This is an optimization exercise on Yosys and OpenROAD, whose aim is small area, a short achievable clock period and few clock cycles per item, not a production implementation.
Function was checked by simulation only, so behaviour that the tests miss may differ from the original.
Power is estimated from default activity; no workload was simulated.

===== flow/flow/run.sh =====
#!/bin/bash
# The standard layout, with every port buffered by a plain buf_1 instead of
# the delay buffer buffer_ports picks by default.
set -euo pipefail
export BUFFER_PORTS_ARGS="-buffer_cell sky130_fd_sc_hd__buf_1"
bash standard.sh > standard.log 2>&1

===== flow/standard.sh =====
#!/bin/bash
# synth_recipe.tcl (not shown) runs the flow's synth.tcl, then flattens the netlist and writes it again
# the make line also repeats each setting of config.mk as NAME=value (left out here)
make -C /OpenROAD-flow-scripts/flow DESIGN_CONFIG=/design/flow/config.mk WORK_HOME=/design/flow/orfs CLKGATE_MAP_FILE= SYNTH_SCRIPT=/design/flow/synth_recipe.tcl "${@:-finish}"

===== flow/config.mk =====
export PLATFORM = sky130hd
export DESIGN_NAME = lfm_calibrator
export DESIGN_NICKNAME = lfm_calibrator
export VERILOG_FILES = /design/flow/design.v
export SDC_FILE = /design/flow/constraint.sdc
export NUM_CORES = 4
export LEC_CHECK = 0
export CAP_MARGIN = 20
export CORE_MARGIN = 2
export CORE_UTILIZATION = 40
export CTS_BUF_LIST = sky130_fd_sc_hd__clkbuf_8
export SLEW_MARGIN = 20

===== flow/constraint.sdc =====
create_clock -name core_clock -period 15.0 [get_ports {clk}]
set_input_delay 3.0000 -clock core_clock [delete_from_list [all_inputs] [get_ports {clk}]]
set_output_delay 3.0000 -clock core_clock [all_outputs]
set_load 0.01 [all_outputs]

===== flow/design.v =====
module lfm_calibrator (
    input  wire        clk,
    input  wire        rst,
    input  wire        start,
    input  wire [15:0] scan1,
    input  wire [15:0] scan2,
    input  wire        smp_valid,
    output reg         smp_ready,
    input  wire [11:0] smp,
    output reg         done,
    output reg         cal_ok,
    output reg  [43:0] cal_num,
    output reg  [31:0] cal_den
);
    function [6:0] add6(input [5:0] a, input [5:0] b, input ci);
        integer i;
        reg c;
        begin
            c = ci;
            for (i = 0; i < 6; i = i + 1) begin
                add6[i] = a[i] ^ b[i] ^ c;
                c = (a[i] & b[i]) | (c & (a[i] ^ b[i]));
            end
            add6[6] = c;
        end
    endfunction
    function [8:0] inc8(input [7:0] a, input ci);
        integer i;
        reg c;
        begin
            c = ci;
            for (i = 0; i < 8; i = i + 1) begin
                inc8[i] = a[i] ^ c;
                c = a[i] & c;
            end
            inc8[8] = c;
        end
    endfunction
    reg st_idle;              
    reg st_c1;                
    reg st_c1b;               
    reg st_c1c;               
    reg st_c1d;               
    reg st_c1e;               
    reg st_c1f;               
    reg st_c2;                
    reg st_fl;                
    reg st_num;               
    reg        v_q;           
    reg [11:0] s_q;           
    reg        cnt15;
    reg [11:0] hs_lo;
    wire [15:0] cnt    = {cnt15, cal_den[31:17]};  
    wire [27:0] lo_sum = cal_num[27:0];           
    wire [15:0] hi_cnt = cal_den[16:1];
    reg [12:0] mid2;          
    reg [2:0]  lo_pc, hi_pc;  
    reg [15:0] lo_cnt;
    reg        lo_any, hi_any;  
    reg [5:0]  k;             
    reg        mb_l, mb_h;    
    wire        last  = (cnt == 16'd1);
    wire        take  = smp_valid && smp_ready;
    wire        last1 = st_c1 && smp_valid && (v_q ? (hi_cnt == 16'hFFFD) : (hi_cnt == 16'hFFFE));
    wire        lt_min = s_q < ~hs_lo;
    wire        gt_max = s_q > lo_sum[11:0];
    wire [12:0] smp2 = {s_q, 1'b0};
    wire        cls   = st_c2 && v_q;
    wire        is_lo = cls && (smp2 < mid2);
    wire        is_hi = cls && (smp2 > mid2);
    wire [11:0] sb = st_c2 ? s_q : st_c1c ? ~hs_lo : 12'd0;
    wire [6:0]  lo_a = add6(lo_sum[5:0],  sb[5:0],  1'b0);
    wire [6:0]  lo_b = add6(lo_sum[11:6], sb[11:6], lo_pc[0]);
    wire [8:0]  lo_c = inc8(lo_sum[19:12], lo_pc[1]);
    wire [8:0]  lo_d = inc8(lo_sum[27:20], lo_pc[2]);
    wire [6:0]  hi_a = add6(hs_lo[5:0],  sb[5:0],  1'b0);
    wire [6:0]  hi_b = add6(hs_lo[11:6], sb[11:6], hi_pc[0]);
    wire [8:0]  hi_c = inc8(cal_num[35:28], hi_pc[1]);
    wire [8:0]  hi_d = inc8(cal_num[43:36], hi_pc[2]);
    wire [16:0] nsum = {1'b0, cnt} + (mb_l ? {1'b0, hi_cnt} : 17'd0)
                                   + (mb_h ? {1'b0, lo_cnt} : 17'd0);
    wire        fl_end  = st_fl && (k == 6'd2);
    wire        num_end = st_num && (k == 6'd30);
    wire        den_end = cal_den[0] && (k == 6'd46);
    always @(posedge clk) begin
        s_q <= smp;
        v_q <= take;
        if (rst) begin
            st_idle   <= 1'b1;
            st_c1     <= 1'b0;
            st_c1b    <= 1'b0;
            st_c1c    <= 1'b0;
            st_c1d    <= 1'b0;
            st_c1e    <= 1'b0;
            st_c1f    <= 1'b0;
            st_c2     <= 1'b0;
            st_fl     <= 1'b0;
            st_num    <= 1'b0;
            cal_den[0]    <= 1'b0;
            smp_ready <= 1'b1;
            done      <= 1'b0;
        end else begin
            st_idle   <= (st_idle && !start) || den_end;
            st_c1     <= (st_idle && start) || (st_c1 && !last1);
            st_c1b    <= last1;
            st_c1c    <= st_c1b;
            st_c1d    <= st_c1c;
            st_c1e    <= st_c1d;
            st_c1f    <= st_c1e;
            st_c2     <= st_c1f || (st_c2 && !(v_q && last));
            st_fl     <= (st_c2 && v_q && last) || (st_fl && !fl_end);
            st_num    <= fl_end || (st_num && !num_end);
            cal_den[0]    <= num_end || (cal_den[0] && !den_end);
            smp_ready <= !(last1 || st_c1b || st_c1c || st_c1d);
            done      <= den_end;
        end
        if (st_idle) begin
            {cnt15, cal_den[31:17]}    <= scan2;
            cal_den[16:1] <= ~scan1;
            lo_any <= 1'b0;
            hi_any <= 1'b0;
            cal_num[27:0] <= 28'd0;
            {cal_num[43:28], hs_lo} <= 28'd0;
            lo_pc  <= 3'd0;
            hi_pc  <= 3'd0;
            lo_cnt <= 16'd0;
            k      <= 6'd0;
        end
        if (st_c2 && v_q)
            {cnt15, cal_den[31:17]} <= cnt - 1'b1;
        if (((st_c1 || st_c1b) && v_q) || st_c1c || is_hi)
            cal_den[16:1] <= hi_cnt + 1'b1;
        if (is_lo) begin
            lo_cnt <= lo_cnt + 1'b1;
            lo_any <= 1'b1;
        end
        if (is_hi)
            hi_any <= 1'b1;
        if ((st_c1 || st_c1b) && v_q) begin
            if (lt_min) hs_lo <= ~s_q;
            if (gt_max) cal_num[11:0] <= s_q;
        end
        if (st_c1f) begin
            mid2   <= lo_sum[12:0];
            cal_num[27:0] <= 28'd0;
            {cal_num[43:28], hs_lo} <= 28'd0;
        end
        if (is_lo || st_fl || st_c1c || st_c1d || st_c1e) begin
            cal_num[27:0] <= {lo_d[7:0], lo_c[7:0], lo_b[5:0], lo_a[5:0]};
            lo_pc  <= {lo_c[8], lo_b[6], lo_a[6]};
        end
        if (is_hi || st_fl) begin
            {cal_num[43:28], hs_lo} <= {hi_d[7:0], hi_c[7:0], hi_b[5:0], hi_a[5:0]};
            hi_pc  <= {hi_c[8], hi_b[6], hi_a[6]};
        end
        if (st_fl || st_num || cal_den[0])
            k <= k + 1'b1;
        mb_l <= (fl_end && lo_sum[0]) || (st_num && !num_end && lo_sum[1]);
        mb_h <= (fl_end && hs_lo[0]) || (st_num && !num_end && hs_lo[1])
             || (num_end && hi_cnt[0]) || (cal_den[0] && hi_cnt[1]);
        if (st_num) begin
            {cnt15, cal_den[31:17]}    <= num_end ? 16'd0 : nsum[16:1];
            cal_num[27:0] <= {nsum[0], lo_sum[27:1]};
            {cal_num[43:28], hs_lo} <= {num_end ? nsum[16:1] : {1'b0, cal_num[43:29]}, {cal_num[28], hs_lo[11:1]}};
            cal_ok <= lo_any && hi_any;
        end
        if (cal_den[0]) begin
            {cnt15, cal_den[31:17]}    <= nsum[16:1];
            cal_den[16:1] <= {nsum[0], hi_cnt[15:1]};
        end
    end
endmodule

==> reports/qor.yml, run 1 <==
synth:
  synth.distinct_cells: 71
  synth_top_flop_cell: "sky130_fd_sc_hd__edfxtp_1"
  netlist_instances: 1110
  synthesis.nets: 1285
  netlist_area_mm2: 0.01074
  seq_area_frac_synth_pct: 39.72
  synth.ff_latch_count: 160
  average_footprint_of_a_synthesized_cell_um2: 9.673
  post_synth_edffs: 106
  yosysWarningCount: 1
  synth_async_sr_flop_share_pct: 0
critical_path:
  required_ns: 12.00
  critical_path_arrival_ns: 1.37
  crit_family: "buffers and inverters"
  critical_path.max_stage_delay_ns: 0.37
  critical-path-slowest-cell: "sky130_fd_sc_hd__buf_4"
  worstPathCellList: "buf_4 -> buf_1"
  critPathMaxFanout: 44
  timing.critical_path.depth: 2
  rr_worst_depth: 14
  setup.worst_path.start_class: "register"
  critPathKind: "register to output pin"
  critPathCaptureType: "output pin"
  critical_path.n_buffers_inverters: 2
routing:
  post-route-drc-count: 0
  route.vias.total: 8553
  first_pass_iters: 5
  ant_nets: 0
  detail_route.vias_per_cell: 5.479
  routed_wire_length_per_instance_um: 18.76
  wl_um: 29280
  drt_iter0_drc: 713
cts:
  worstSkewPairLatency_ns: 0.47
  ctsHtreeMaxLevel: 4
  cts.reportedPaths.clkPinSlew_ns: 0.10
  cts.sinks: 160
  cts_root_buffer: "sky130_fd_sc_hd__clkbuf_8"
  clock_path_buffers: 2
  cts-hold-fix-buffers: 0
  clock_tree_from_tritoncts: "done"
  numCtsBuffers: 17
  postCtsSetupBuffers: 0
  cts_resized: 0
layout:
  insertedDiodeCount: 0
  layout.nets: 1388
  post-route-cell-area_mm2: 0.01180
  ratio_of_cells_with_drive_above_1_in_the_final_layout_pct: 4.731
  instances_no_fill: 1561
  area_growth_syn_to_layout_pct: 9.906
sta:
  timing.final.crit_share_pct: 29.12
  maxSlewHeadroom_pct: 23.15
  finalSetupViolations: 0
  fmaxAchievable_mhz: 228.9
  grt_setup_unrepaired: "no"
  total_negative_slack_for_setup_checks_ns: 0
  slew_at_the_pin_closest_to_its_max_slew_limit_ns: 1.153
  finalClockSkew_ns: 0.01907
  report.final.hold_viol_count: 0
  layout_min_cycle_time_ns: 4.369
  final_max_slew_viol_count: 0
global_routing:
  grt_pass1_vias: 8195
  antenna_found_initial: 0
  grt_pass1_wl_um: 46070
  global_route.overflow_total: 0
  grt_start_max_net_pins: 64
  total_grt_usage_pct: 20.97
place:
  gp_routability_congestion: 0.8608
  placed_area_mm2: 0.01143
  place.detailed.instances: 1529
  place_hpwl_um: 21760
  port_buffers: 126
floorplan:
  ioPinCount: 127
  dieHeight_um: 167.8
  row_count: 59
  fp.dieArea_mm2: 0.02817
  die_w_um: 167.8
  coreArea_mm2: 0.02621
  initial_standard_cell_utilization_of_the_core_pct: 40.97
power_and_ir_drop:
  post-layout-total-power_uw: 955.0
  portion_of_total_power_attributed_to_the_clock_network_pct: 32.9
  power_per_cell_area_mw_per_mm2: 80.93
  fraction_of_power_spent_switching_nets_pct: 29.63
  power.net_switching_uw: 283.0
  cellLeakagePower_nw: 4.723
  power_share_of_the_combinational_group_pct: 11.4
  seq_power_share_pct: 55.7
  worst_case_vdd_ir_drop_mv: 0.03975
  internal_power_consumption_uw: 672.0
run_status:
  outcome: "timing/DRC/antenna clean"
min_path:
  count_of_cells_along_the_worst_hold_path: 1
  worst_hold_path_type: "register to register"
run:
  drv_cap: 0
-- power by group through the flow --
stage                     Combinational [mW]  Sequential (mW)  Clock [mW]
final                                  0.109            0.532       0.314
after global routing                   0.124            0.536       0.336
after CTS                              0.110            0.531       0.321
after detailed placement               0.109            0.541           0
after global placement                 0.107            0.541           0
after floorplan                       0.0694            0.533           0
-- cells in the mapped netlist (all sizes together) (11+ instances only) --
library cell	instances	share of area, %
a21o	14	0.98
a21oi	66	3.1
a22o	30	2.4
a31oi	14	0.82
and2	17	1.0
and3	11	0.64
clkbuf	37	1.5
dfxtp	54	10
edfxtp	106	30
fa	39	7.3
ha	88	10
inv	101	3.5
mux2i	15	1.4
nand2	111	3.9
nand3	36	1.7
nand4	11	0.64
nor2	97	3.4
nor2b	13	0.76
nor3	11	0.56
o21ai	62	2.9
o22ai	14	0.87
o31ai	12	0.84
xnor2	31	2.5
xor2	24	2.0
-- worst paths after layout --
| kind | from | end | slack, ns |
|---|---|---|---|
| max reg2reg | st_c2 | hs_lo[11] | 11.10 |
| min | hi_any | hi_any | 0.46 |
| min reg2reg | hi_any | hi_any | 0.46 |
| max | cal_den[0] | cal_den[0] | 10.63 |
-- area by class of cell --
class,instances,area [µm²]
clock buffers,17,234.0
clock inverters,15,132.6
fillers,2577,14410
inverters,102,382.9
multi-input cells,801,5856
flip-flops and latches,160,4265
well taps,335,419.2
repair buffers,131,510.5
-- state kept, by name, indices dropped and copies added (netlist names), 3 cells and up --
name,count
hs_lo,12
lo_pc,3
lo_cnt,16
mid2,13
cal_num,44
s_q,12
hi_pc,3
k,6
cal_den,32
-- cell families (layout without fill, tap and decap cells) --
| kind of cell | after synthesis | after routing | share of synthesized area (%) |
|---|---|---|---|
| simple gates | 345 | 345 | 15.34 |
| compound gates | 259 | 259 | 15.67 |
| flops | 160 | 160 | 39.72 |
| buf+inv | 149 | 265 | 5.862 |
| fa+ha+maj | 127 | 127 | 17.53 |
| xor+xnor | 55 | 55 | 4.487 |
| mux | 15 | 15 | 1.398 |
-- layer usage --
metal / track usage [%] / vias to the layer above / wire length, µm
met3: 4.067 / 27 / 1670
met1: 30.12 / 4137 / 14050
li1: - / 4154 / -
met2: 32.12 / 235 / 13080
met4: 6.352 / 0 / 488
met5: 0 / - / 0
-- placed cells by master, fill, tap and decap left out, types with 4 or more instances in the layout --
cell type                  count
sky130_fd_sc_hd__xor2_1       24
sky130_fd_sc_hd__fa_1         39
sky130_fd_sc_hd__o31ai_1      12
sky130_fd_sc_hd__clkbuf_8     17
sky130_fd_sc_hd__mux2i_1      15
sky130_fd_sc_hd__a221o_1       5
sky130_fd_sc_hd__o21ai_0      53
sky130_fd_sc_hd__o22ai_1      13
sky130_fd_sc_hd__inv_6         6
sky130_fd_sc_hd__xnor2_1      31
sky130_fd_sc_hd__a22oi_1       9
sky130_fd_sc_hd__nand4_1      11
sky130_fd_sc_hd__or3_1         5
sky130_fd_sc_hd__a22o_1       30
sky130_fd_sc_hd__a31oi_1      14
sky130_fd_sc_hd__nand2b_1      4
sky130_fd_sc_hd__edfxtp_1    106
sky130_fd_sc_hd__a21o_1       14
sky130_fd_sc_hd__o21ai_1       8
sky130_fd_sc_hd__buf_4         5
sky130_fd_sc_hd__or2_2         5
sky130_fd_sc_hd__a31o_2        4
sky130_fd_sc_hd__nand3b_1      4
sky130_fd_sc_hd__o221ai_1      8
sky130_fd_sc_hd__nor3_1       10
sky130_fd_sc_hd__and3_1       11
sky130_fd_sc_hd__inv_1       103
sky130_fd_sc_hd__ha_1         88
sky130_fd_sc_hd__nand3_1      36
sky130_fd_sc_hd__nand2_1     111
sky130_fd_sc_hd__and2_1       16
sky130_fd_sc_hd__nor2b_1      13
sky130_fd_sc_hd__nor2_1       96
sky130_fd_sc_hd__a21oi_1      65
sky130_fd_sc_hd__buf_1       126
sky130_fd_sc_hd__dfxtp_1      53
-- stage by stage --
step	hold WS [ns]	utilization [%]	setup WS, ns
CTS	0.4685	45.00	10.61
global placement	0.4300	43.60	10.85
detailed placement	0.4448	43.60	10.83
global route	0.4754	45.03	10.54
floorplan	0.4229	-	11.12
finish	0.4615	45.03	10.63
Testbench counts, summed over its fixed seeds: cycles 235,945, items 96.
==> inputs of run 2 (changes only) <==
--- a/flow/config.mk
+++ b/flow/config.mk
@@ -8,5 +8,4 @@
 export CAP_MARGIN = 20
 export CORE_MARGIN = 2
 export CORE_UTILIZATION = 40
-export CTS_BUF_LIST = sky130_fd_sc_hd__clkbuf_8
 export SLEW_MARGIN = 20
==> run 2 against run 1 <==
Flip-flop and latch count is the same. Die area unchanged. Synthesized area unchanged. Total power increased by 12%. Critical path depth did not move. First-iteration DRC count shrank 6.9%. Sequential share of layout area down 0.60 points. Final area rose by 1.7%. Maximum frequency up 0.86%. Critical path type unchanged. Largest power group unchanged.
==> reports/qor.yml, run 2 <==
cts:
  clock_tree_from_tritoncts: "done"  # unchanged
  clock_path_buffers: 2  # unchanged
  postCtsSetupBuffers: 0  # unchanged
  cts_resized: 0  # unchanged
  cts-hold-fix-buffers: 0  # unchanged
  worstSkewPairLatency_ns: 0.44  # was 0.47 ns
  numCtsBuffers: 17  # unchanged
  cts_root_buffer: "sky130_fd_sc_hd__clkbuf_16"  # was sky130_fd_sc_hd__clkbuf_8
  ctsHtreeMaxLevel: 4  # unchanged
  cts.reportedPaths.clkPinSlew_ns: 0.07  # was 0.10 ns
  cts.sinks: 160  # unchanged
routing:
  post-route-drc-count: 0  # unchanged
  first_pass_iters: 5  # unchanged
  drt_iter0_drc: 664  # was 713
  routedLengthMet1_um: 14050  # about the same
  met2WireLength_um: 13270  # was 13080 µm
  detail_route.vias_per_cell: 5.482  # was 5.479
  routed_wire_length_per_instance_um: 18.86  # was 18.76 µm
  wl_um: 29450  # was 29280 µm
  met3_length_um: 1765  # was 1670 µm
  ant_nets: 0  # unchanged
  highest-signal-layer: "met4"  # unchanged
  route.vias.total: 8563  # was 8553
critical_path:
  rr_worst_depth: 14  # unchanged
  critPathCaptureType: "output pin"  # unchanged
  critPathMaxFanout: 44  # unchanged
  rrSetupSlack_ns: 11.10  # about the same
  required_ns: 12.00  # about the same
  critical_path_arrival_ns: 1.33  # was 1.37 ns
  crit-reg2reg-capture: "hs_lo[11]"  # unchanged
  critPathKind: "register to output pin"  # unchanged
  critical-path-slowest-cell: "sky130_fd_sc_hd__buf_4"  # unchanged
  timing.critical_path.depth: 2  # unchanged
  critical_path.n_buffers_inverters: 2  # unchanged
  setup.worst_path.start_class: "register"  # unchanged
  critical_path.max_stage_delay_ns: 0.38  # was 0.37 ns
  worstPathCellList: "buf_4 -> buf_1"  # unchanged
  crit_family: "buffers and inverters"  # unchanged
  reg2reg_from: "st_c1c"  # was st_c2
run:
  drv_cap: 0  # unchanged
synth:
  netlist_area_mm2: 0.01074  # unchanged
  synth.distinct_cells: 71  # unchanged
  post-synth-top-area-cell: "sky130_fd_sc_hd__edfxtp_1"  # unchanged
  seq_area_frac_synth_pct: 39.72  # unchanged
  synth_async_sr_flop_share_pct: 0  # unchanged
  synth_top_flop_cell: "sky130_fd_sc_hd__edfxtp_1"  # unchanged
  average_footprint_of_a_synthesized_cell_um2: 9.673  # unchanged
  synth.ff_latch_count: 160  # unchanged
  post-synth-top-area-fraction_pct: 29.65  # unchanged
  netlist_instances: 1110  # unchanged
  yosysWarningCount: 1  # unchanged
  synth.cells.most_frequent: "sky130_fd_sc_hd__nand2_1 (111), sky130_fd_sc_hd__edfxtp_1 (106), sky130_fd_sc_hd__inv_1 (101)"  # unchanged
  post_synth_edffs: 106  # unchanged
  synthesis.nets: 1285  # unchanged
  post_synth_main_area_contributors: "sky130_fd_sc_hd__edfxtp_1 (30%), sky130_fd_sc_hd__ha_1 (10%), sky130_fd_sc_hd__dfxtp_1 (10%), sky130_fd_sc_hd__fa_1 (7.3%), sky130_fd_sc_hd__nand2_1 (3.9%)"  # unchanged
  yosysMostFrequentCell: "sky130_fd_sc_hd__nand2_1"  # unchanged
place:
  place_hpwl_um: 21760  # unchanged
  gp_routability_congestion: 0.8608  # unchanged
  port_buffers: 126  # unchanged
power_and_ir_drop:
  internal_power_consumption_uw: 771.3  # was 672.0 µW
  portion_of_total_power_attributed_to_the_clock_network_pct: 40.0  # was 32.9%
  worst_case_vdd_ir_drop_mv: 0.05360  # was 0.03975 mV
  power_share_of_the_combinational_group_pct: 10.2  # was 11.4%
  power_per_cell_area_mw_per_mm2: 89.08  # was 80.93 mW/mm²
  fraction_of_power_spent_switching_nets_pct: 27.84  # was 29.63%
  power.net_switching_uw: 297.6  # was 283.0 µW
  cellLeakagePower_nw: 4.807  # was 4.723 nW
  seq_power_share_pct: 49.8  # was 55.7%
min_path:
  count_of_cells_along_the_worst_hold_path: 1  # unchanged
  worst_hold_path_type: "register to register"  # unchanged
  timing.hold.worst_endpoint: "hi_any"  # unchanged
  hp-start: "hi_any"  # unchanged
sta:
  finalClockSkew_ns: 0.01439  # was 0.01907 ns
  finalSetupViolations: 0  # unchanged
  fmaxAchievable_mhz: 230.9  # was 228.9 MHz
  timing.final.crit_share_pct: 28.88  # was 29.12%
  slew_at_the_pin_closest_to_its_max_slew_limit_ns: 1.074  # was 1.153 ns
  worst_hold_slack_ns: 0.4551  # was 0.4615 ns
  grt_setup_unrepaired: "no"  # unchanged
  layout_min_cycle_time_ns: 4.332  # was 4.369 ns
  report.final.hold_viol_count: 0  # unchanged
  maxSlewHeadroom_pct: 28.12  # was 23.15%
  total_negative_slack_for_setup_checks_ns: 0  # unchanged
  final_max_slew_viol_count: 0  # unchanged
layout:
  insertedDiodeCount: 0  # unchanged
  ratio_of_cells_with_drive_above_1_in_the_final_layout_pct: 4.808  # was 4.731%
  largest_register: "cal_num"  # unchanged
  final_common_cell: "sky130_fd_sc_hd__buf_1"  # unchanged
  top_regs: "cal_num: 44 flops, cal_den: 32 flops, lo_cnt: 16 flops"  # unchanged
  number_of_flip_flops_in_the_largest_register: 44  # unchanged
  commonest_cells_after_routing_fill_and_taps_aside: "sky130_fd_sc_hd__buf_1 (126), sky130_fd_sc_hd__nand2_1 (111), sky130_fd_sc_hd__edfxtp_1 (106)"  # unchanged
  layout.nets: 1389  # was 1388
  area_growth_syn_to_layout_pct: 11.76  # was 9.906%
global_routing:
  grt_start_max_net_pins: 64  # unchanged
  grt_pass1_vias: 8228  # was 8195
  antenna_found_initial: 0  # unchanged
  total_grt_usage_pct: 21.03  # was 20.97%
  global_route.overflow_total: 0  # unchanged
  grt_pass1_wl_um: 46200  # was 46070 µm
run_status:
  outcome: "timing/DRC/antenna clean"  # unchanged
floorplan:
  die_w_um: 167.8  # unchanged
  ioPinCount: 127  # unchanged
  initial_standard_cell_utilization_of_the_core_pct: 40.97  # unchanged
  row_count: 59  # unchanged
  fp.dieArea_mm2: 0.02817  # unchanged
  coreArea_mm2: 0.02621  # unchanged
  dieHeight_um: 167.8  # unchanged
run 2: kinds of logic (layout without fill, tap and decap cells):
family | Yosys count | in the layout | synth area share (%)
xor gates and xnor gates | 55 | 55 | 4.487
muxes | 15 | 15 | 1.398
and+or+nand+nor | 345 | 345 | 15.34
AOI/OAI and AO/OA | 259 | 259 | 15.67
DFF | 160 | 160 | 39.72
adders and majority gates | 127 | 127 | 17.53
buffers and inverters | 149 | 266 | 5.862
run 2: area by class of cell:
type / count / area, µm²
inverter: 102 / 382.9
clock buffer: 19 / 432.9
fill: 2556 / 14210
tap: 335 / 419.2
timing repair buffer: 132 / 518.0
multi-input combinational: 801 / 5856
sequential: 160 / 4265
clock inverter: 13 / 125.1
run 2: worst max path at each step:
stage	start	endpoint	slack [ns]
finish	cal_den[0]	cal_den[0]	10.67
global route	cal_den[0]	cal_den[0]	10.59
CTS	cal_den[0]	cal_den[0]	10.66
detailed placement	smp_valid	st_c1	10.83
global placement	smp_valid	st_c1	10.85
floorplan	smp_valid	st_c1	11.12
run 2: metal layers:
layer | track usage (%) | vias to the layer above
met5 | 0 | -
met4 | 5.671 | 0
met3 | 3.667 | 21
met2 | 32.57 | 232
met1 | 30.44 | 4162
li1 | - | 4148
run 2: power groups by stage:
stage          clock network [mW]  registers [mW]  logic, mW
6_report                    0.427           0.533      0.109
5_1_grt                     0.449           0.536      0.124
4_1_cts                     0.434           0.532      0.110
3_5_place_dp                    0           0.541      0.109
3_3_place_gp                    0           0.541      0.107
2_1_floorplan                   0           0.533     0.0694
run 2: through the flow:
step / power, mW / std cells / area [µm²] / setup slack, ns / util, %
6_report: 1.069 / 1562 / 12000 / 10.67 / 45.79
5_1_grt: 1.109 / 1562 / 12000 / 10.59 / 45.79
4_1_cts: 1.076 / 1561 / 11990 / 10.66 / 45.73
3_5_place_dp: 0.6502 / 1529 / 11430 / 10.83 / 43.60
3_3_place_gp: 0.6482 / 1529 / 11430 / 10.85 / 43.60
2_1_floorplan: 0.6019 / 1110 / 10740 / 11.12 / -
run 2: worst reg2reg max path: stages (launching register included):
cell and delay (ns):
sky130_fd_sc_hd__dfxtp_1 0.63, sky130_fd_sc_hd__nand2b_1 0.30, sky130_fd_sc_hd__nor2_1 0.15, sky130_fd_sc_hd__a21oi_1 0.11, sky130_fd_sc_hd__fa_1 0.45, sky130_fd_sc_hd__fa_1 0.36
sky130_fd_sc_hd__inv_1 0.07, sky130_fd_sc_hd__fa_1 0.15, sky130_fd_sc_hd__inv_1 0.05, sky130_fd_sc_hd__fa_1 0.37, sky130_fd_sc_hd__fa_1 0.38, sky130_fd_sc_hd__inv_1 0.08
sky130_fd_sc_hd__fa_1 0.40, sky130_fd_sc_hd__a31oi_1 0.18, sky130_fd_sc_hd__o21ai_0 0.10
==> inputs of run 3 (changes only) <==
--- a/flow/config.mk
+++ b/flow/config.mk
@@ -8,4 +8,6 @@
 export CAP_MARGIN = 20
 export CORE_MARGIN = 2
 export CORE_UTILIZATION = 40
+export CTS_CLUSTER_DIAMETER = 300
+export CTS_CLUSTER_SIZE = 50
 export SLEW_MARGIN = 20
==> run 3 against run 2 <==
Largest power group unchanged. Via count unchanged. Worst hold slack did not move. Combinational power is essentially flat. Utilization is the same. Routed wire length unchanged. Sequential power about the same. Die area did not move. Critical endpoint unchanged. Count of clock-buffer cells in the layout is the same.
==> reports/qor.yml, run 3 <==
run_status:
  outcome: "timing/DRC/antenna clean"  # unchanged
cts:
  ctsHtreeMaxLevel: 4  # unchanged
  cts.reportedPaths.clkPinSlew_ns: 0.07  # about the same
  clock_tree_from_tritoncts: "done"  # unchanged
  cts_root_buffer: "sky130_fd_sc_hd__clkbuf_16"  # unchanged
  cts_resized: 0  # unchanged
  worstSkewPairLatency_ns: 0.44  # about the same
  numCtsBuffers: 17  # unchanged
  cts-hold-fix-buffers: 0  # unchanged
  clock_path_buffers: 2  # unchanged
  postCtsSetupBuffers: 0  # unchanged
  cts.sinks: 160  # unchanged
synth:
  seq_area_frac_synth_pct: 39.72  # unchanged
  synth.cells.most_frequent: "sky130_fd_sc_hd__nand2_1 (111), sky130_fd_sc_hd__edfxtp_1 (106), sky130_fd_sc_hd__inv_1 (101)"  # unchanged
  post_synth_edffs: 106  # unchanged
  post-synth-top-area-cell: "sky130_fd_sc_hd__edfxtp_1"  # unchanged
  synthesis.nets: 1285  # unchanged
  post_synth_main_area_contributors: "sky130_fd_sc_hd__edfxtp_1 (30%), sky130_fd_sc_hd__ha_1 (10%), sky130_fd_sc_hd__dfxtp_1 (10%), sky130_fd_sc_hd__fa_1 (7.3%), sky130_fd_sc_hd__nand2_1 (3.9%)"  # unchanged
  synth_top_flop_cell: "sky130_fd_sc_hd__edfxtp_1"  # unchanged
  yosysWarningCount: 1  # unchanged
  yosysMostFrequentCell: "sky130_fd_sc_hd__nand2_1"  # unchanged
  netlist_instances: 1110  # unchanged
  synth_async_sr_flop_share_pct: 0  # unchanged
  average_footprint_of_a_synthesized_cell_um2: 9.673  # unchanged
  synth.distinct_cells: 71  # unchanged
  post-synth-top-area-fraction_pct: 29.65  # unchanged
  synth.ff_latch_count: 160  # unchanged
  netlist_area_mm2: 0.01074  # unchanged
power_and_ir_drop:
  power_share_of_the_combinational_group_pct: 10.2  # about the same
  power_per_cell_area_mw_per_mm2: 89.08  # unchanged
  cellLeakagePower_nw: 4.807  # unchanged
  portion_of_total_power_attributed_to_the_clock_network_pct: 40.0  # about the same
  seq_power_share_pct: 49.8  # about the same
  fraction_of_power_spent_switching_nets_pct: 27.84  # unchanged
  worst_case_vdd_ir_drop_mv: 0.05360  # unchanged
  internal_power_consumption_uw: 771.3  # unchanged
  power.net_switching_uw: 297.6  # unchanged
critical_path:
  critical-path-slowest-cell: "sky130_fd_sc_hd__buf_4"  # unchanged
  crit_family: "buffers and inverters"  # unchanged
  critPathKind: "register to output pin"  # unchanged
  worstPathCellList: "buf_4 -> buf_1"  # unchanged
  critical_path_arrival_ns: 1.33  # about the same
  critPathCaptureType: "output pin"  # unchanged
  critPathMaxFanout: 44  # unchanged
  required_ns: 12.00  # about the same
  setup.worst_path.start_class: "register"  # unchanged
  critical_path.max_stage_delay_ns: 0.38  # about the same
  critical_path.n_buffers_inverters: 2  # unchanged
floorplan:
  row_count: 59  # unchanged
  initial_standard_cell_utilization_of_the_core_pct: 40.97  # unchanged
  die_w_um: 167.8  # unchanged
  fp.dieArea_mm2: 0.02817  # unchanged
  ioPinCount: 127  # unchanged
  dieHeight_um: 167.8  # unchanged
  coreArea_mm2: 0.02621  # unchanged
global_routing:
  grt_pass1_wl_um: 46200  # unchanged
  global_route.overflow_total: 0  # unchanged
  antenna_found_initial: 0  # unchanged
  total_grt_usage_pct: 21.03  # unchanged
  grt_pass1_vias: 8228  # unchanged
  grt_start_max_net_pins: 64  # unchanged
layout:
  nFillCells: 2556  # unchanged
  ratio_of_cells_with_drive_above_1_in_the_final_layout_pct: 4.808  # unchanged
  layout.nets: 1389  # unchanged
  commonest_cells_after_routing_fill_and_taps_aside: "sky130_fd_sc_hd__buf_1 (126), sky130_fd_sc_hd__nand2_1 (111), sky130_fd_sc_hd__edfxtp_1 (106)"  # unchanged
  insertedDiodeCount: 0  # unchanged
  number_of_flip_flops_in_the_largest_register: 44  # unchanged
  seqCellArea_mm2: 0.004265  # unchanged
  largest_register: "cal_num"  # unchanged
  top_regs: "cal_num: 44 flops, cal_den: 32 flops, lo_cnt: 16 flops"  # unchanged
  post-route-cell-area_mm2: 0.01200  # unchanged
  final_common_cell: "sky130_fd_sc_hd__buf_1"  # unchanged
  area_growth_syn_to_layout_pct: 11.76  # unchanged
  multi_input_comb_area_mm2: 0.005856  # unchanged
sta:
  maxSlewHeadroom_pct: 28.12  # unchanged
  report.final.hold_viol_count: 0  # unchanged
  finalSetupViolations: 0  # unchanged
  total_negative_slack_for_setup_checks_ns: 0  # unchanged
  layout_min_cycle_time_ns: 4.332  # unchanged
  final_max_slew_viol_count: 0  # unchanged
  fmaxAchievable_mhz: 230.9  # unchanged
  timing.final.crit_share_pct: 28.88  # unchanged
  grt_setup_unrepaired: "no"  # unchanged
  finalClockSkew_ns: 0.01439  # unchanged
  slew_at_the_pin_closest_to_its_max_slew_limit_ns: 1.074  # unchanged
  worst_hold_slack_ns: 0.4551  # unchanged
routing:
  first_pass_iters: 5  # unchanged
  routed_wire_length_per_instance_um: 18.86  # unchanged
  wl_um: 29450  # unchanged
  post-route-drc-count: 0  # unchanged
  drt_iter0_drc: 664  # unchanged
  route.vias.total: 8563  # unchanged
  detail_route.vias_per_cell: 5.482  # unchanged
  ant_nets: 0  # unchanged
place:
  gp_routability_congestion: 0.8608  # unchanged
  port_buffers: 126  # unchanged
  place_hpwl_um: 21760  # unchanged
  placed_area_mm2: 0.01143  # unchanged
min_path:
  worst_hold_path_type: "register to register"  # unchanged
run:
  drv_cap: 0  # unchanged
run 3: cell counts in the layout (fill, tap and decap cells not counted):
Identical to the previous run, type by type.
run 3: logic make-up after synthesis:
| family | Yosys count | share of synthesized area [%] |
|---|---|---|
| fa+ha+maj | 127 | 17.53 |
| xor+xnor | 55 | 4.487 |
| simple gates | 345 | 15.34 |
| compound gates | 259 | 15.67 |
| buf+inv | 149 | 5.862 |
| mux | 15 | 1.398 |
| flops | 160 | 39.72 |
run 3: per-layer routing:
metal / routed length (µm) / share of wire, % / track usage (%)
met2: 13270 / 45 / 32.57
met4: 376 / 1.3 / 5.671
met1: 14050 / 48 / 30.44
met5: 0 / 0 / 0
met3: 1765 / 6.0 / 3.667
run 3: power by group through the flow:
stage               combinational, mW  clock (mW)  sequential [mW]
floorplan                      0.0694           0            0.533
global placement                0.107           0            0.541
detailed placement              0.109           0            0.541
CTS                             0.110       0.434            0.532
global route                    0.124       0.449            0.536
finish                          0.109       0.427            0.533
run 3: area by class of cell:
cell class,count,share of cell area (%)
well taps,335,3.493
repair buffers,132,4.317
clock buffers,19,3.608
clock inverters,13,1.043
inverters,102,3.191
flip-flops and latches,160,35.55
multi-input cells,801,48.80
run 3: worst reg2reg max path, cell delays in order (launching register included):
cell	delay (ns)
sky130_fd_sc_hd__dfxtp_1	0.63
sky130_fd_sc_hd__nand2b_1	0.30
sky130_fd_sc_hd__nor2_1	0.15
sky130_fd_sc_hd__a21oi_1	0.11
sky130_fd_sc_hd__fa_1	0.45
sky130_fd_sc_hd__fa_1	0.36
sky130_fd_sc_hd__inv_1	0.07
sky130_fd_sc_hd__fa_1	0.15
sky130_fd_sc_hd__inv_1	0.05
sky130_fd_sc_hd__fa_1	0.37
sky130_fd_sc_hd__fa_1	0.38
sky130_fd_sc_hd__inv_1	0.08
sky130_fd_sc_hd__fa_1	0.40
sky130_fd_sc_hd__a31oi_1	0.18
sky130_fd_sc_hd__o21ai_0	0.10
run 3: worst paths after layout:
| path | startpoint | endpoint | slack [ns] | cells after the start |
|---|---|---|---|---|
| max | cal_den[0] | cal_den[0] | 10.67 | 2 |
| min | hi_any | hi_any | 0.46 | 1 |
| max reg2reg | st_c1c | hs_lo[11] | 11.10 | 14 |
| min reg2reg | hi_any | hi_any | 0.46 | 1 |
run 3: per-stage QoR:
| step | total power [mW] | cells | util [%] | worst slack, ns |
|---|---|---|---|---|
| floorplan | 0.6019 | 1110 | - | 11.12 |
| global placement | 0.6482 | 1529 | 43.60 | 10.85 |
| detailed placement | 0.6502 | 1529 | 43.60 | 10.83 |
| CTS | 1.076 | 1561 | 45.73 | 10.66 |
| global route | 1.109 | 1562 | 45.79 | 10.59 |
| finish | 1.069 | 1562 | 45.79 | 10.67 |
==> inputs of run 4 (changes only) <==
--- a/flow/design.v
+++ b/flow/design.v
@@ -41,11 +41,11 @@
     reg st_c1b;               
     reg st_c1c;               
     reg st_c1d;               
-    reg st_c1e;               
     reg st_c1f;               
     reg st_c2;                
     reg st_fl;                
     reg st_num;               
+    reg st_den;               
     reg        v_q;           
     reg [11:0] s_q;           
     reg        cnt15;
@@ -81,7 +81,7 @@
                                    + (mb_h ? {1'b0, lo_cnt} : 17'd0);
     wire        fl_end  = st_fl && (k == 6'd2);
     wire        num_end = st_num && (k == 6'd30);
-    wire        den_end = cal_den[0] && (k == 6'd46);
+    wire        den_end = st_den && (k == 6'd46);
     always @(posedge clk) begin
         s_q <= smp;
         v_q <= take;
@@ -91,12 +91,12 @@
             st_c1b    <= 1'b0;
             st_c1c    <= 1'b0;
             st_c1d    <= 1'b0;
-            st_c1e    <= 1'b0;
+            cal_den[0]    <= 1'b0;
             st_c1f    <= 1'b0;
             st_c2     <= 1'b0;
             st_fl     <= 1'b0;
             st_num    <= 1'b0;
-            cal_den[0]    <= 1'b0;
+            st_den    <= 1'b0;
             smp_ready <= 1'b1;
             done      <= 1'b0;
         end else begin
@@ -105,12 +105,12 @@
             st_c1b    <= last1;
             st_c1c    <= st_c1b;
             st_c1d    <= st_c1c;
-            st_c1e    <= st_c1d;
-            st_c1f    <= st_c1e;
+            cal_den[0]    <= st_c1d;
+            st_c1f    <= cal_den[0];
             st_c2     <= st_c1f || (st_c2 && !(v_q && last));
             st_fl     <= (st_c2 && v_q && last) || (st_fl && !fl_end);
             st_num    <= fl_end || (st_num && !num_end);
-            cal_den[0]    <= num_end || (cal_den[0] && !den_end);
+            st_den    <= num_end || (st_den && !den_end);
             smp_ready <= !(last1 || st_c1b || st_c1c || st_c1d);
             done      <= den_end;
         end
@@ -145,7 +145,7 @@
             cal_num[27:0] <= 28'd0;
             {cal_num[43:28], hs_lo} <= 28'd0;
         end
-        if (is_lo || st_fl || st_c1c || st_c1d || st_c1e) begin
+        if (is_lo || st_fl || st_c1c || st_c1d || cal_den[0]) begin
             cal_num[27:0] <= {lo_d[7:0], lo_c[7:0], lo_b[5:0], lo_a[5:0]};
             lo_pc  <= {lo_c[8], lo_b[6], lo_a[6]};
         end
@@ -153,18 +153,18 @@
             {cal_num[43:28], hs_lo} <= {hi_d[7:0], hi_c[7:0], hi_b[5:0], hi_a[5:0]};
             hi_pc  <= {hi_c[8], hi_b[6], hi_a[6]};
         end
-        if (st_fl || st_num || cal_den[0])
+        if (st_fl || st_num || st_den)
             k <= k + 1'b1;
         mb_l <= (fl_end && lo_sum[0]) || (st_num && !num_end && lo_sum[1]);
         mb_h <= (fl_end && hs_lo[0]) || (st_num && !num_end && hs_lo[1])
-             || (num_end && hi_cnt[0]) || (cal_den[0] && hi_cnt[1]);
+             || (num_end && hi_cnt[0]) || (st_den && hi_cnt[1]);
         if (st_num) begin
             {cnt15, cal_den[31:17]}    <= num_end ? 16'd0 : nsum[16:1];
             cal_num[27:0] <= {nsum[0], lo_sum[27:1]};
             {cal_num[43:28], hs_lo} <= {num_end ? nsum[16:1] : {1'b0, cal_num[43:29]}, {cal_num[28], hs_lo[11:1]}};
             cal_ok <= lo_any && hi_any;
         end
-        if (cal_den[0]) begin
+        if (st_den) begin
             {cnt15, cal_den[31:17]}    <= nsum[16:1];
             cal_den[16:1] <= {nsum[0], hi_cnt[15:1]};
         end
--- a/flow/config.mk
+++ b/flow/config.mk
@@ -7,7 +7,5 @@
 export LEC_CHECK = 0
 export CAP_MARGIN = 20
 export CORE_MARGIN = 2
-export CORE_UTILIZATION = 40
-export CTS_CLUSTER_DIAMETER = 300
-export CTS_CLUSTER_SIZE = 50
+export CORE_UTILIZATION = 65
 export SLEW_MARGIN = 20
==> run 4 against run 3 <==
Critical path depth decreased by 1. Die area decreased by 36%. Total power increased by 1.8%. Setup slack improved by 0.16 ns. Via count increased by 5.7%. Count of clock-buffer cells in the layout decreased by 2. Flip-flop and latch count unchanged. Final area increased by 1.8%. Sequential power decreased by 1%. Sequential share of layout area decreased by 0.64 points. Clock skew decreased by 0.0022 ns.
==> reports/qor.yml, run 4 <==
critical_path:
  critPathMaxFanout: 9  # was 44
  reg2reg_from: "st_c2"  # was st_c1c
  critical_path.n_buffers_inverters: 1  # was 2
  required_ns: 12.00  # about the same
  crit_family: "flip-flops"  # was buffers and inverters
  rr_worst_depth: 14  # unchanged
  timing.critical_path.depth: 1  # was 2
  critical_path_arrival_ns: 1.17  # was 1.33 ns
  critPathCapture: "cal_den[2]"  # was cal_den[0]
  rrSetupSlack_ns: 11.14  # was 11.10 ns
  critPathCaptureType: "output pin"  # unchanged
  worstPathCellList: "buf_1"  # was buf_4 -> buf_1
  critPathKind: "register to output pin"  # unchanged
  setup.worst_path.start_class: "register"  # unchanged
  critical-path-slowest-cell: "sky130_fd_sc_hd__edfxtp_1"  # was sky130_fd_sc_hd__buf_4
  critPathLaunch: "cal_den[2]"  # was cal_den[0]
  critical_path.max_stage_delay_ns: 0.53  # was 0.38 ns
  crit-reg2reg-capture: "cal_num[11]"  # was hs_lo[11]
place:
  gp_routability_congestion: 0.9525  # was 0.8608
  placement.setup.worst_slack_ns: 11.14  # was 10.83 ns
  place_hpwl_um: 20470  # was 21760 µm
  port_buffers: 126  # unchanged
  place.detailed.instances: 1452  # was 1529
sta:
  maxSlewHeadroom_pct: 34.40  # was 28.12%
  fmaxAchievable_mhz: 239.8  # was 230.9 MHz
  finalClockSkew_ns: 0.01223  # was 0.01439 ns
  layout_min_cycle_time_ns: 4.170  # was 4.332 ns
  finalSetupViolations: 0  # unchanged
  grt_setup_unrepaired: "no"  # unchanged
  worst_hold_slack_ns: 0.4589  # was 0.4551 ns
  setup_ws_ns: 10.83  # was 10.67 ns
  slew_at_the_pin_closest_to_its_max_slew_limit_ns: 0.9829  # was 1.074 ns
  final_max_slew_viol_count: 0  # unchanged
  total_negative_slack_for_setup_checks_ns: 0  # unchanged
  report.final.hold_viol_count: 0  # unchanged
  timing.final.crit_share_pct: 27.80  # was 28.88%
run:
  drv_cap: 0  # unchanged
run_status:
  outcome: "timing/DRC/antenna clean"  # unchanged
min_path:
  worst_hold_path_type: "register to register"  # unchanged
  hp-start: "cal_num[6]"  # was hi_any
  count_of_cells_along_the_worst_hold_path: 0  # was 1
global_routing:
  antenna_found_initial: 0  # unchanged
  total_grt_usage_pct: 32.11  # was 21.03%
  grt_pass1_vias: 8396  # was 8228
  grt_start_max_net_pins: 46  # was 64
  grt_pass1_wl_um: 44990  # was 46200 µm
  global_route.overflow_total: 0  # unchanged
power_and_ir_drop:
  power.net_switching_uw: 308.4  # was 297.6 µW
  power_share_of_the_combinational_group_pct: 10.9  # was 10.2%
  fraction_of_power_spent_switching_nets_pct: 28.34  # was 27.84%
  seq_power_share_pct: 48.4  # was 49.8%
  cellLeakagePower_nw: 4.901  # was 4.807 nW
  worst_case_vdd_ir_drop_mv: 0.08959  # was 0.05360 mV
  internal_power_consumption_uw: 779.9  # was 771.3 µW
  portion_of_total_power_attributed_to_the_clock_network_pct: 40.7  # was 40.0%
  power_per_cell_area_mw_per_mm2: 89.06  # was 89.08 mW/mm²
synth:
  seq_area_frac_synth_pct: 38.63  # was 39.72%
  synth_async_sr_flop_share_pct: 0  # unchanged
  average_footprint_of_a_synthesized_cell_um2: 9.557  # was 9.673 µm²
  netlist_area_mm2: 0.01104  # was 0.01074 mm²
  synthesis.nets: 1330  # was 1285
  synth.ff_latch_count: 160  # unchanged
  synth_top_flop_cell: "sky130_fd_sc_hd__edfxtp_1"  # unchanged
  synth.cells.most_frequent: "sky130_fd_sc_hd__nor2_1 (112), sky130_fd_sc_hd__inv_1 (111), sky130_fd_sc_hd__edfxtp_1 (106)"  # was sky130_fd_sc_hd__nand2_1 (111), sky130_fd_sc_hd__edfxtp_1 (106), sky130_fd_sc_hd__inv_1 (101)
  yosysMostFrequentCell: "sky130_fd_sc_hd__nor2_1"  # was sky130_fd_sc_hd__nand2_1
  synth.distinct_cells: 69  # was 71
  post_synth_edffs: 106  # unchanged
  yosysWarningCount: 1  # unchanged
  post-synth-top-area-cell: "sky130_fd_sc_hd__edfxtp_1"  # unchanged
  post_synth_main_area_contributors: "sky130_fd_sc_hd__edfxtp_1 (29%), sky130_fd_sc_hd__ha_1 (10%), sky130_fd_sc_hd__dfxtp_1 (9.8%), sky130_fd_sc_hd__fa_1 (7.1%), sky130_fd_sc_hd__nor2_1 (3.8%)"  # was sky130_fd_sc_hd__edfxtp_1 (30%), sky130_fd_sc_hd__ha_1 (10%), sky130_fd_sc_hd__dfxtp_1 (10%), sky130_fd_sc_hd__fa_1 (7.3%), sky130_fd_sc_hd__nand2_1 (3.9%)
  netlist_instances: 1155  # was 1110
  post-synth-top-area-fraction_pct: 28.84  # was 29.65%
cts:
  numCtsBuffers: 17  # unchanged
  cts.reportedPaths.clkPinSlew_ns: 0.07  # about the same
  cts_root_buffer: "sky130_fd_sc_hd__clkbuf_16"  # unchanged
  worstSkewPairLatency_ns: 0.44  # about the same
  ctsHtreeMaxLevel: 4  # unchanged
  postCtsSetupBuffers: 0  # unchanged
  cts_resized: 0  # unchanged
  clock_tree_from_tritoncts: "done"  # unchanged
  clock_path_buffers: 2  # unchanged
  cts-hold-fix-buffers: 0  # unchanged
  cts.sinks: 160  # unchanged
floorplan:
  coreArea_mm2: 0.01658  # was 0.02621 mm²
  dieHeight_um: 134.3  # was 167.8 µm
  ioPinCount: 127  # unchanged
  initial_standard_cell_utilization_of_the_core_pct: 66.56  # was 40.97%
  fp.dieArea_mm2: 0.01804  # was 0.02817 mm²
  die_w_um: 134.3  # was 167.8 µm
  row_count: 47  # was 59
routing:
  ant_nets: 0  # unchanged
  post-route-drc-count: 0  # unchanged
  wl_um: 28230  # was 29450 µm
  detail_route.vias_per_cell: 6.097  # was 5.482
  routed_wire_length_per_instance_um: 19.02  # was 18.86 µm
  first_pass_iters: 5  # unchanged
  drt_iter0_drc: 926  # was 664
  route.vias.total: 9048  # was 8563
layout:
  largest_register: "cal_num"  # unchanged
  ratio_of_cells_with_drive_above_1_in_the_final_layout_pct: 4.272  # was 4.808%
  number_of_flip_flops_in_the_largest_register: 44  # unchanged
  seqCellArea_mm2: 0.004265  # unchanged
  area_growth_syn_to_layout_pct: 10.71  # was 11.76%
  top_regs: "cal_num: 44 flops, cal_den: 32 flops, lo_cnt: 16 flops"  # unchanged
  instances_no_fill: 1484  # was 1562
  final_common_cell: "sky130_fd_sc_hd__buf_1"  # unchanged
  layout.nets: 1426  # was 1389
  nFillCells: 1278  # was 2556
  utilization_pct: 73.69  # was 45.79%
  commonest_cells_after_routing_fill_and_taps_aside: "sky130_fd_sc_hd__buf_1 (126), sky130_fd_sc_hd__nor2_1 (112), sky130_fd_sc_hd__inv_1 (111)"  # was sky130_fd_sc_hd__buf_1 (126), sky130_fd_sc_hd__nand2_1 (111), sky130_fd_sc_hd__edfxtp_1 (106)
  insertedDiodeCount: 0  # unchanged
  multi_input_comb_area_mm2: 0.006130  # was 0.005856 mm²
==> run 4: per-stage QoR <==
stage | cell area, µm² | total power, mW
2_1_floorplan | 11040 | 0.6074
3_5_place_dp | 11620 | 0.6518
5_1_grt | 12220 | 1.129
3_3_place_gp | 11620 | 0.6487
6_report | 12220 | 1.088
4_1_cts | 12220 | 1.088
==> run 4: cell families (layout without fill, tap and decap cells) <==
| logic type | after synthesis | count (layout) | synth area share, % |
|---|---|---|---|
| simple gates | 370 | 370 | 16.04 |
| compound gates | 241 | 241 | 14.93 |
| buf+inv | 168 | 277 | 5.917 |
| flops | 160 | 160 | 38.63 |
| fa+ha+maj | 127 | 127 | 17.05 |
| xor+xnor | 61 | 61 | 4.840 |
| mux | 28 | 28 | 2.596 |
==> run 4: layout make-up <==
type                            count  share of cell area, %
Inverter                          111                  3.409
Multi-Input combinational cell    827                  50.16
Timing Repair Buffer              134                  4.362
Sequential cell                   160                  34.90
Clock buffer                       17                  3.481
Clock inverter                     15                  1.433
Tap cell                          220                  2.252
==> run 4: power groups by stage <==
stage | clock [mW] | sequential, mW | combinational [mW]
floorplan | 0 | 0.532 | 0.0758
finish | 0.443 | 0.527 | 0.118
detailed placement | 0 | 0.535 | 0.116
global placement | 0 | 0.534 | 0.114
CTS | 0.445 | 0.526 | 0.118
global route | 0.466 | 0.530 | 0.132
==> run 4: worst min-delay path by stage <==
stage                         end  slack, ns
after floorplan            hi_any       0.44
after global placement    mid2[9]       0.43
after detailed placement  mid2[9]       0.44
after CTS                 mid2[9]       0.46
after global routing      mid2[9]       0.48
final                     mid2[6]       0.46
==> run 4: metal layers <==
metal	track usage (%)	vias up	routed length, µm	part of all wire (%)
met5	0	-	0	0
li1	-	4306	-	-
met1	48.66	4301	12920	46
met2	47.22	410	12440	44
met4	6.725	0	341	1.2
met3	7.521	31	2525	8.9
Testbench counts of run 4, summed over its fixed seeds: cycles 235,945, items 96.
==> inputs of run 5 (changes only) <==
--- a/flow/config.mk
+++ b/flow/config.mk
@@ -7,5 +7,5 @@
 export LEC_CHECK = 0
 export CAP_MARGIN = 20
 export CORE_MARGIN = 2
-export CORE_UTILIZATION = 65
+export CORE_UTILIZATION = 40
 export SLEW_MARGIN = 20
==> run 5 against run 4 <==
Clock power up 0.9%. Synthesized area is the same. Global-route usage decreased by 10 points. Non-clock buffer count unchanged. Setup slack got worse by 0.035 ns. Register-to-register slack is essentially flat.
==> reports/qor.yml, run 5 <==
critical_path:
  timing.critical_path.depth: 1  # unchanged
  reg2reg_from: "st_c2"  # unchanged
  worstPathCellList: "buf_1"  # unchanged
  critPathMaxFanout: 9  # unchanged
  critical_path.n_buffers_inverters: 1  # unchanged
  rr_worst_depth: 14  # unchanged
  critical_path_arrival_ns: 1.20  # was 1.17 ns
  crit_family: "flip-flops"  # unchanged
  required_ns: 12.00  # about the same
  critPathKind: "register to output pin"  # unchanged
  critPathLaunch: "cal_den[1]"  # was cal_den[2]
  critical_path.max_stage_delay_ns: 0.57  # was 0.53 ns
  setup.worst_path.start_class: "register"  # unchanged
  critPathCaptureType: "output pin"  # unchanged
  critical-path-slowest-cell: "sky130_fd_sc_hd__edfxtp_1"  # unchanged
layout:
  instances_no_fill: 1605  # was 1484
  number_of_flip_flops_in_the_largest_register: 44  # unchanged
  final_common_cell: "sky130_fd_sc_hd__buf_1"  # unchanged
  area_growth_syn_to_layout_pct: 11.96  # was 10.71%
  largest_register: "cal_num"  # unchanged
  commonest_cells_after_routing_fill_and_taps_aside: "sky130_fd_sc_hd__buf_1 (126), sky130_fd_sc_hd__nor2_1 (112), sky130_fd_sc_hd__inv_1 (111)"  # unchanged
  post-route-cell-area_mm2: 0.01236  # was 0.01222 mm²
  layout.nets: 1426  # unchanged
  ratio_of_cells_with_drive_above_1_in_the_final_layout_pct: 4.272  # unchanged
  insertedDiodeCount: 0  # unchanged
  top_regs: "cal_num: 44 flops, cal_den: 32 flops, lo_cnt: 16 flops"  # unchanged
global_routing:
  grt_start_max_net_pins: 43  # was 46
  grt_pass1_wl_um: 49220  # was 44990 µm
  antenna_found_initial: 0  # unchanged
  total_grt_usage_pct: 22.02  # was 32.11%
  grt_pass1_vias: 8666  # was 8396
  global_route.overflow_total: 0  # unchanged
cts:
  numCtsBuffers: 17  # unchanged
  cts.reportedPaths.clkPinSlew_ns: 0.07  # about the same
  clock_path_buffers: 2  # unchanged
  ctsHtreeMaxLevel: 4  # unchanged
  cts-hold-fix-buffers: 0  # unchanged
  clock_tree_from_tritoncts: "done"  # unchanged
  cts.sinks: 160  # unchanged
  postCtsSetupBuffers: 0  # unchanged
  worstSkewPairLatency_ns: 0.44  # about the same
  cts_resized: 0  # unchanged
  cts_root_buffer: "sky130_fd_sc_hd__clkbuf_16"  # unchanged
power_and_ir_drop:
  power_per_cell_area_mw_per_mm2: 88.63  # was 89.06 mW/mm²
  worst_case_vdd_ir_drop_mv: 0.07070  # was 0.08959 mV
  power_share_of_the_combinational_group_pct: 10.9  # about the same
  internal_power_consumption_uw: 773.8  # was 779.9 µW
  seq_power_share_pct: 48.3  # was 48.4%
  post-layout-total-power_mw: 1.095  # was 1.088 mW
  power.net_switching_uw: 321.5  # was 308.4 µW
  fraction_of_power_spent_switching_nets_pct: 29.35  # was 28.34%
  portion_of_total_power_attributed_to_the_clock_network_pct: 40.8  # was 40.7%
  cellLeakagePower_nw: 4.902  # was 4.901 nW
run:
  drv_cap: 0  # unchanged
routing:
  wl_um: 31420  # was 28230 µm
  detail_route.vias_per_cell: 5.660  # was 6.097
  met3_length_um: 1859  # was 2525 µm
  route.vias.total: 9084  # was 9048
  post-route-drc-count: 0  # unchanged
  routedLengthMet1_um: 14660  # was 12920 µm
  routed_wire_length_per_instance_um: 19.58  # was 19.02 µm
  ant_nets: 0  # unchanged
  met2WireLength_um: 14460  # was 12440 µm
  highest-signal-layer: "met4"  # unchanged
  first_pass_iters: 5  # unchanged
  drt_iter0_drc: 800  # was 926
run_status:
  outcome: "timing/DRC/antenna clean"  # unchanged
min_path:
  worst_hold_path_type: "register to register"  # unchanged
  hp-start: "cal_num[9]"  # was cal_num[6]
  count_of_cells_along_the_worst_hold_path: 0  # unchanged
synth:
  yosysWarningCount: 1  # unchanged
  average_footprint_of_a_synthesized_cell_um2: 9.557  # unchanged
  netlist_instances: 1155  # unchanged
  synth.distinct_cells: 69  # unchanged
  yosysMostFrequentCell: "sky130_fd_sc_hd__nor2_1"  # unchanged
  synth.cells.most_frequent: "sky130_fd_sc_hd__nor2_1 (112), sky130_fd_sc_hd__inv_1 (111), sky130_fd_sc_hd__edfxtp_1 (106)"  # unchanged
  netlist_area_mm2: 0.01104  # unchanged
  post_synth_main_area_contributors: "sky130_fd_sc_hd__edfxtp_1 (29%), sky130_fd_sc_hd__ha_1 (10%), sky130_fd_sc_hd__dfxtp_1 (9.8%), sky130_fd_sc_hd__fa_1 (7.1%), sky130_fd_sc_hd__nor2_1 (3.8%)"  # unchanged
  post-synth-top-area-cell: "sky130_fd_sc_hd__edfxtp_1"  # unchanged
  synth.ff_latch_count: 160  # unchanged
  synth_async_sr_flop_share_pct: 0  # unchanged
  synth_top_flop_cell: "sky130_fd_sc_hd__edfxtp_1"  # unchanged
  synthesis.nets: 1330  # unchanged
  post-synth-top-area-fraction_pct: 28.84  # unchanged
  seq_area_frac_synth_pct: 38.63  # unchanged
  post_synth_edffs: 106  # unchanged
sta:
  layout_min_cycle_time_ns: 4.205  # was 4.170 ns
  worst_hold_slack_ns: 0.4640  # was 0.4589 ns
  finalClockSkew_ns: 0.01165  # was 0.01223 ns
  fmaxAchievable_mhz: 237.8  # was 239.8 MHz
  total_negative_slack_for_setup_checks_ns: 0  # unchanged
  grt_setup_unrepaired: "no"  # unchanged
  timing.final.crit_share_pct: 28.03  # was 27.80%
  maxSlewHeadroom_pct: 34.40  # about the same
  slew_at_the_pin_closest_to_its_max_slew_limit_ns: 0.9830  # was 0.9829 ns
  final_max_slew_viol_count: 0  # unchanged
  finalSetupViolations: 0  # unchanged
  report.final.hold_viol_count: 0  # unchanged
place:
  placed_area_mm2: 0.01177  # was 0.01162 mm²
  gp_routability_congestion: 0.8655  # was 0.9525
  place_hpwl_um: 22960  # was 20470 µm
  port_buffers: 126  # unchanged
  place.detailed.instances: 1573  # was 1452
floorplan:
  initial_standard_cell_utilization_of_the_core_pct: 40.84  # was 66.56%
  die_w_um: 170.1  # was 134.3 µm
  row_count: 60  # was 47
  dieHeight_um: 170.1  # was 134.3 µm
  ioPinCount: 127  # unchanged
  coreArea_mm2: 0.02703  # was 0.01658 mm²
  fp.dieArea_mm2: 0.02894  # was 0.01804 mm²
[run 5: cell counts after synthesis]
Identical to the previous run, type by type.
[run 5: path summary, 6_finish.rpt]
kind                              endpoint  slack [ns]
worst max-delay path            cal_den[1]       10.80
worst min register to register     mid2[9]        0.46
worst min-delay path               mid2[9]        0.46
worst max register to register   hs_lo[11]       11.14
[run 5: worst register-to-register path: cells and delay by family (launching register included)]
family          cells  cell delay (ns)
fa+ha+maj           6             2.13
flops               1             0.54
simple gates        2             0.54
compound gates      3             0.33
buf+inv             3             0.20
[run 5: logic make-up after synthesis]
kind of cell               after synthesis  synth area share [%]
adders and majority gates              127                 17.05
muxes                                   28                 2.596
buffers and inverters                  168                 5.917
and+or+nand+nor                        370                 16.04
xor gates and xnor gates                61                 4.840
AOI/OAI and AO/OA                      241                 14.93
DFF                                    160                 38.63
[run 5: layer usage]
| metal | vias to the layer above | GRT usage [%] |
|---|---|---|
| met5 | - | 0 |
| met4 | 0 | 5.277 |
| met3 | 34 | 3.860 |
| met2 | 308 | 34.82 |
| met1 | 4436 | 31.38 |
| li1 | 4306 | - |
[run 5: area by class of cell]
type	count	area [µm²]
clock buffers	18	450.4
well taps	341	426.7
fillers	2624	14670
clock inverters	14	136.4
repair buffers	134	533.0
inverters	111	416.7
multi-input cells	827	6130
flip-flops and latches	160	4265
[run 5: metrics by stage]
stage | utilization [%] | setup WS (ns)
after floorplan | - | 11.38
after global placement | 43.56 | 11.21
after detailed placement | 43.56 | 11.17
after CTS | 45.73 | 10.79
after global routing | 45.73 | 10.74
final | 45.73 | 10.80
[run 5: power by group through the flow]
| stage | sequential, mW | clock (mW) | combinational, mW |
|---|---|---|---|
| 2_1_floorplan | 0.532 | 0 | 0.0758 |
| 3_3_place_gp | 0.537 | 0 | 0.118 |
| 3_5_place_dp | 0.538 | 0 | 0.119 |
| 4_1_cts | 0.528 | 0.456 | 0.120 |
| 5_1_grt | 0.532 | 0.473 | 0.135 |
| 6_report | 0.529 | 0.447 | 0.120 |

## afterwards: timing with drivers on the ports
The results above use ideal ports. As a check the final layouts listed here were re-extracted and re-timed, cells and wires unchanged.
Step 1 (the two cells are an assumption about what drives the block):
set clk [get_ports {clk}]
set_driving_cell -lib_cell sky130_fd_sc_hd__clkbuf_16 $clk
set_driving_cell -lib_cell sky130_fd_sc_hd__buf_2 [delete_from_list [all_inputs] $clk]
Step 2 also shifts input and output timing later by t, the mid clock arrival at the registers, as if the neighbouring blocks saw the same clock.
Slacks: ideal / step 1 / step 2; pairs: ideal / step 1.
run	shift t [ns]	setup slack, ns	hold slack, ns	latest minus earliest clock arrival (ns)	pins driven straight from the clock port
run 1	0.510	10.631 / 10.584 / 10.824	0.462 / 0.462 / 0.462	0.020 / 0.019	1
run 2	0.480	10.668 / 10.618 / 10.798	0.455 / 0.455 / 0.455	0.016 / 0.015	1
run 3	0.480	10.668 / 10.618 / 10.798	0.455 / 0.455 / 0.455	0.016 / 0.015	1
run 4	0.482	10.830 / 10.781 / 11.137	0.459 / 0.459 / 0.459	0.014 / 0.013	1
run 5	0.480	10.795 / 10.748 / 11.141	0.464 / 0.464 / 0.464	0.011 / 0.012	1
After both steps every run listed still meets setup and hold.
